From an optimization exercise on the open Yosys and OpenROAD flow, aimed at a short achievable clock period and few clock cycles; shortcuts taken in it are not production practice.
Only simulation tests tie the RTL to the original design; equivalence was not proved.

==> 06-02 <==
## huf_decoder
module huf_decoder (
    input  wire        clk,
    input  wire        rst,
    input  wire        start,
    input  wire [31:0] nbits,
    output wire        busy,
    input  wire        len_valid,
    input  wire [7:0]  len_data,
    output wire        len_ready,
    input  wire        bs_valid,
    input  wire [7:0]  bs_data,
    output wire        bs_ready,
    output reg         sym_valid,
    output reg  [7:0]  sym_data,
    input  wire        sym_ready,
    output reg         done,
    output reg  [3:0]  cause,
    output reg  [31:0] errinfo,
    output reg  [31:0] res0,
    output reg  [31:0] res1
);
    localparam [3:0] C_OK        = 4'd0,
                     C_INVALID   = 4'd2,
                     C_OVERFLOW  = 4'd3,
                     C_TRUNCATED = 4'd4;
    localparam integer FDEPTH = 4;     
    localparam integer QCRED  = 7;     
    integer i;
    genvar  g, h;
    reg        busy_r;
    reg        start_q;        
    reg [31:0] nbits_q;
    reg        nbits_nz;
    reg        len_ready_r;
    reg        bs_ready_r;
    reg [7:0]  len_taken;
  ...
Settings: LEC_CHECK=0, CAP_MARGIN=20, CORE_MARGIN=2, CORE_UTILIZATION=30, GPL_ROUTABILITY_DRIVEN=1, PLACE_DENSITY=0.42, SLEW_MARGIN=20, TNS_END_PERCENT=20; clock period 11.0 ns.
standard.sh (not shown) runs the stock make flow with config.mk's settings and CLKGATE_MAP_FILE= SYNTH_SCRIPT=/design/flow/synth_recipe.tcl, a recipe that flattens the netlist after the stock synthesis.
==> flow/flow/run.sh <==
#!/bin/bash
# The standard layout (standard.sh: ORFS from the standard synthesis to
# the routed layout, at the design's clock period and constraints), with
# ORFS's timing repair asked to leave 7 ns of setup slack, so that it keeps
# shortening the critical paths well below the 11 ns constraint.
# The whole output of the run goes to standard.log; ORFS's per-step logs are
# under orfs/logs/.
set -euo pipefail
export SETUP_SLACK_MARGIN=7
bash standard.sh > standard.log 2>&1
==> inputs of 10-27, as changes to 06-02 <==
--- a/flow/design.v
+++ b/flow/design.v
@@ -174,77 +174,102 @@
     wire [31:0] asm_full = asm_w | ({bsreg, 24'd0} >> {asm_c, 3'b000});
     wire        f_push   = bsv && (asm_c == 2'd3 || blast);
     reg [63:0] A;
     reg [6:0]  n;              
     reg [3:0]  credits_used;   
     reg        cred_ok;        
     reg        n_ge;           
     reg        n_le32;         
-    wire [6:0]  thr      = run_r ? {1'b0, lmax} : 7'd32;
+    reg  [6:0]  thr;
+    always @(posedge clk)
+        thr <= run_r ? {1'b0, lmax} : 7'd32;
     wire        f_nempty = (f_cnt != 5'd0);
     reg         se_r;          
-    wire        app      = busy_r && !start_q && n_le32 && (f_nempty || se_r);
-    wire [31:0] word     = f_nempty ? fifo[f_rp] : 32'd0;
+    reg  [31:0] hw;
+    reg         hw_v;
+    wire        app      = busy_r && !start_q && n_le32 && (hw_v || (se_r && !f_nempty));
+    wire [31:0] word     = hw_v ? hw : 32'd0;
+    wire        hw_load  = (!hw_v || app) && f_nempty;
     wire [63:0] A_pre    = A | (app ? ({word, 32'd0} >> n) : 64'd0);
     wire        fire     = (run_r || chk_go) && !fin_r && n_ge && cred_ok;
     wire [31:0] W = A[63:32];
-    wire [32:0] lt;
+    reg         slow_r;
+    reg  [32:17] lts_r;
+    wire [32:0]  lt;
     assign lt[0] = 1'b0;
     generate
         for (g = 1; g <= 32; g = g + 1) begin : g_cmp
             assign lt[g] = ({1'b0, W[31:32-g]} < lim[g][g:0]);
         end
     endgenerate
-    wire [32:1] oh = lt[32:1] & ~lt[31:0];
-    wire        nomatch = ~lt[32];
+    wire        hit16 = lt[16];
+    wire [32:1] oh_fast = {16'd0, lt[16:1] & ~lt[15:0]};
+    wire [32:1] oh_slow = {lts_r[32:17] & ~{lts_r[31:17], 1'b0}, 16'd0};
+    wire        go_fast  = fire && !slow_r && hit16;
+    wire        go_enter = fire && !slow_r && !hit16;
+    wire        go_slow  = fire && slow_r;
+    wire        shift    = go_fast || go_slow;
+    wire [32:1] oh       = slow_r ? oh_slow : oh_fast;
+    wire        nomatch  = !lts_r[32];             
+    wire [32:1] ohf      = (oh_fast & {32{go_fast}}) | (oh_slow & {32{go_slow}});
     reg [5:0] Lbin;
     always @(*) begin
         Lbin = 6'd0;
         for (i = 1; i <= 32; i = i + 1)
             if (oh[i]) Lbin = Lbin | i[5:0];
     end
     reg [7:0] wsl;             
     always @(*) begin
         wsl = 8'd0;
         for (i = 1; i <= 32; i = i + 1)
             if (oh[i]) wsl = wsl | ((({8'd0, W}) >> (32 - i)) & 40'hff);
     end
-    wire [32:1] ohf = oh & {32{fire}};
     reg  [63:0] A_nx;
     always @(*) begin
         for (i = 0; i <= 63; i = i + 1) begin
-            A_nx[i] = !fire & A_pre[i];
+            A_nx[i] = !shift & A_pre[i];
         end
         for (i = 1; i <= 32; i = i + 1)
             A_nx = A_nx | ({64{ohf[i]}} & (A_pre << i));
     end
     reg  [6:0] n_nx;
     reg        ge_nx, le32_nx;
     reg  [6:0] nc, nca, ncb;
     always @(*) begin
         nc      = app ? n + 7'd32 : n;
-        n_nx    = fire ? 7'd0 : nc;
-        ge_nx   = fire ? 1'b0 : (nc >= thr);
-        le32_nx = fire ? 1'b0 : (nc <= 7'd32);
+        n_nx    = shift ? 7'd0 : nc;
+        ge_nx   = shift ? 1'b0 : (nc >= thr);
+        le32_nx = shift ? 1'b0 : (nc <= 7'd32);
         for (i = 1; i <= 32; i = i + 1) begin
             nca     = n + 7'd32 - i[6:0];
             ncb     = n - i[6:0];
             nc      = app ? nca : ncb;
             n_nx    = n_nx | ({7{ohf[i]}} & nc);
             ge_nx   = ge_nx | (ohf[i] & (app ? (nca >= thr) : (ncb >= thr)));
             le32_nx = le32_nx | (ohf[i] & (app ? (nca <= 7'd32) : (ncb <= 7'd32)));
         end
     end
+    always @(posedge clk) begin
+        lts_r <= lt[32:17];
+        if (rst || start_q)
+            slow_r <= 1'b0;
+        else if (go_enter)
+            slow_r <= 1'b1;
+        else if (go_slow || fin_r)
+            slow_r <= 1'b0;
+    end
     reg        dv;
     reg [32:1] doh;
     reg [5:0]  dL;
     reg [7:0]  dwsl;
     reg        dnm;
     reg [31:0] rem;            
+    reg [31:0] pos;            
+    reg [31:0] cnt;            
     wire e_act   = dv && !fin_r;
     wire e_short = (rem[31:6] == 26'd0) && (dL > rem[5:0]);
     wire e_trunc = dnm || e_short;
     wire e_last  = (rem[31:6] == 26'd0) && (dL == rem[5:0]);
     wire e_sym   = e_act && !e_trunc;
     reg [7:0] e_cnt, e_fc;
     always @(*) begin
         e_cnt = 8'd0;
@@ -275,20 +300,23 @@
     wire oq_ne    = (oq_cnt != 4'd0);
     wire [3:0] oq_cnt_f = oq_ne ? oq_cnt + {3'd0, fv} - 4'd1 : 4'd0;
     wire [3:0] oq_cnt_h = oq_cnt + {3'd0, fv};
     wire [2:0] oq_wp_f  = oq_wp + {2'd0, fv && oq_ne};
     wire [2:0] oq_wp_h  = oq_wp + {2'd0, fv};
     wire [2:0] oq_rp_f  = oq_rp + {2'd0, oq_ne};
     wire done_nx  = fin_r && !eq_v && !fv && (oq_cnt == 4'd0) && out_free;
     wire e_drop   = dv && !e_sym;
-    wire [3:0] cred_0  = credits_used + {3'd0, fire} - {3'd0, e_drop};
-    wire [3:0] cred_1  = cred_0 - 4'd1;
-    wire [3:0] cred_nx = pop ? cred_1 : cred_0;
-    wire       cred_ok_nx = pop ? (cred_1 < QCRED) : (cred_0 < QCRED);
+    wire [3:0] cred_b  = credits_used - {3'd0, e_drop};
+    wire [3:0] cred_00 = cred_b;
+    wire [3:0] cred_01 = cred_b - 4'd1;
+    wire [3:0] cred_10 = cred_b + 4'd1;
+    wire [3:0] cred_nx = shift ? (pop ? cred_00 : cred_10) : (pop ? cred_01 : cred_00);
+    wire       cred_ok_nx = shift ? (pop ? (cred_00 < QCRED) : (cred_10 < QCRED))
+                                  : (pop ? (cred_01 < QCRED) : (cred_00 < QCRED));
     always @(posedge clk) begin
         nbits_q <= busy_r ? nbits_q : nbits;
         bsreg   <= bs_data;
         if (rst) begin
             busy_r      <= 1'b0;
             start_q     <= 1'b0;
             len_ready_r <= 1'b0;
             bs_ready_r  <= 1'b0;
@@ -341,17 +369,17 @@
                 if (ovf || kbad || !nbits_nz)
                     fin_r <= 1'b1;
                 else
                     run_r <= 1'b1;
             end else if (e_act && (e_trunc || e_last)) begin
                 fin_r <= 1'b1;
                 run_r <= 1'b0;
             end
-            dv   <= fire;
+            dv   <= shift;
             eq_v <= e_sym;
             fv   <= eq_v;
             if (start_q)
                 credits_used <= 4'd0;
             else
                 credits_used <= cred_nx;
             cred_ok <= start_q || cred_ok_nx;
             if (out_free) begin
@@ -370,33 +398,39 @@
         if (fv)
             oq[oq_wp] <= f_sym;
         if (start_q) begin
             asm_w <= 32'd0;
             asm_c <= 2'd0;
             f_wp  <= 2'd0;
             f_rp  <= 2'd0;
             f_cnt <= 5'd0;
+            hw_v  <= 1'b0;
         end else begin
             if (bsv) begin
                 if (f_push) begin
                     asm_w <= 32'd0;
                     asm_c <= 2'd0;
                 end else begin
                     asm_w <= asm_full;
                     asm_c <= asm_c + 2'd1;
                 end
             end
             if (f_push) begin
                 fifo[f_wp] <= asm_full;
                 f_wp <= f_wp + 2'd1;
             end
-            if (app && f_nempty)
+            if (hw_load) begin
+                hw   <= fifo[f_rp];
+                hw_v <= 1'b1;
                 f_rp <= f_rp + 2'd1;
-            f_cnt <= f_cnt + {4'd0, f_push} - {4'd0, app && f_nempty};
+            end else if (app) begin
+                hw_v <= 1'b0;
+            end
+            f_cnt <= f_cnt + {4'd0, f_push} - {4'd0, hw_load};
         end
         if (start_q) begin
             A      <= 64'd0;
             se_r   <= 1'b0;
             n      <= 7'd0;
             n_ge   <= 1'b0;
             n_le32 <= 1'b1;
         end else begin
@@ -404,41 +438,48 @@
             se_r   <= stream_end;
             n      <= n_nx;
             n_ge   <= ge_nx;
             n_le32 <= le32_nx;
         end
         doh <= oh;
         dL  <= Lbin;
         dwsl <= wsl;
-        dnm <= nomatch;
+        dnm <= go_slow && nomatch;
         eq_idx <= e_cnt - e_fc + dwsl;
         if (start_q) begin
-            rem  <= nbits_q;
-            res1 <= 32'd0;
-            res0 <= 32'd0;
+            rem <= nbits_q;
+            pos <= 32'd0;
+            cnt <= 32'd0;
         end else if (e_sym) begin
-            rem  <= rem - {26'd0, dL};
-            res1 <= res1 + {26'd0, dL};
-            res0 <= res0 + 32'd1;
+            rem <= rem - {26'd0, dL};
+            pos <= pos + {26'd0, dL};
+            cnt <= cnt + 32'd1;
+        end
+        if (start_q) begin
+            res0 <= 32'd0;
+            res1 <= 32'd0;
+        end else if (rs_trunc || rs_last) begin
+            res0 <= cnt;
+            res1 <= pos;
         end
         rs_trunc <= e_act && e_trunc;
         rs_last  <= e_act && !e_trunc && e_last;
         if (chk) begin
             if (ovf) begin
                 cause   <= C_OVERFLOW;
                 errinfo <= {24'd0, ovf_sym};
             end else if (kbad) begin
                 cause   <= C_INVALID;
                 errinfo <= 32'd8;
             end else begin
                 cause   <= C_OK;
                 errinfo <= 32'd0;
             end
         end else if (rs_trunc) begin
             cause   <= C_TRUNCATED;
-            errinfo <= res1;
+            errinfo <= pos;
         end else if (rs_last) begin
             cause   <= C_OK;
             errinfo <= 32'd0;
         end
     end
 endmodule
==> flow/flow/run.sh (replaced) <==
#!/bin/bash
# The standard layout (standard.sh: ORFS from the standard synthesis to
# the routed layout, at the design's clock period and constraints), with
# ORFS's timing repair asked to leave 7.3 ns of setup slack, so that it keeps
# shortening the critical paths well below the 11 ns constraint.  The repair
# runs after clock tree synthesis; the second repair pass after global
# routing is skipped, because its incremental re-route can fail on small
# local congestion.
# The whole output of the run goes to standard.log; ORFS's per-step logs are
# under orfs/logs/.  Ports are buffered with buf_4 (the default picks a slow
# delay cell).
set -euo pipefail
export SETUP_SLACK_MARGIN=7.3
export BUFFER_PORTS_ARGS="-buffer_cell sky130_fd_sc_hd__buf_4"
export SKIP_INCREMENTAL_REPAIR=1
bash standard.sh > standard.log 2>&1
CELL_PAD_IN_SITES_DETAIL_PLACEMENT = 1   (was not set)
CELL_PAD_IN_SITES_GLOBAL_PLACEMENT = 1   (was not set)
CORE_UTILIZATION = 25   (was 30)
PLACE_DENSITY = 0.35   (was 0.42)
==> reports/metrics.csv <==
stage;metric;value;unit
synth;synth_xor_area_share;3.04;%
synth;netlist_area;225000;sq um
place;dp.cells;31600;
status;haltStage;5_1_grt;
synth;synth-seq-cells;3751;
synth;synth-simple-area-share;12.1;%
synth;ys_seq_area_share;43.9;%
synth;synth_fp_nets;23600;
status;status;did not finish;
status;error;[ERROR GRT-0232] Routing congestion too high. Check the congestion heatmap in the GUI.;
global_routing;grtUsageTotal;30.3;%
synth;synth.area.top_cells;edfxtp_1, dfxtp_1, mux2_2;
That was 06-02.
==> reports/metrics.csv <==
stage;metric;value;unit
place;dp.cells;33200;
synth;synth_xor_area_share;3.18;%
synth;netlist_area;225000;sq um
synth;synth-simple-area-share;11.3;%
status;status;finished clean;
synth;synth.area.top_cells;edfxtp_1, dfxtp_1, mux2_2;
That was 10-27.
Testbench counts of 06-02, summed over its fixed seeds: cycles 33,952.
Testbench counts of 10-27, summed over its fixed seeds: cycles 33,952.

==> re-timing with driven ports <==
The flow's constraints put no driver on any port. The routed layout listed below was extracted and timed again, unchanged, in two steps. Step 1 (the two cells are an assumption about what drives the block):
set clk [get_ports {clk}]
set_driving_cell -lib_cell sky130_fd_sc_hd__clkbuf_16 $clk
set_driving_cell -lib_cell sky130_fd_sc_hd__buf_2 [delete_from_list [all_inputs] $clk]
Step 2 adds t to the input delays and takes it off the output delays; t is the mean of the earliest and latest rising clock arrival at the registers after step 1. Input paths then give back, and output paths get back, about the clock's delay inside the block. Slacks: ideal ports / drivers / drivers and shift; pairs: ideal ports / drivers.
run: 10-27
t, ns: 1.253
setup WS [ns]: 6.710 / 6.710 / 6.177
worst setup path at the end: input to register
After both steps setup and hold are still met in 10-27. The setup slack of 10-27 moves by 0.000 ns with the drivers and by -0.533 ns with both steps.
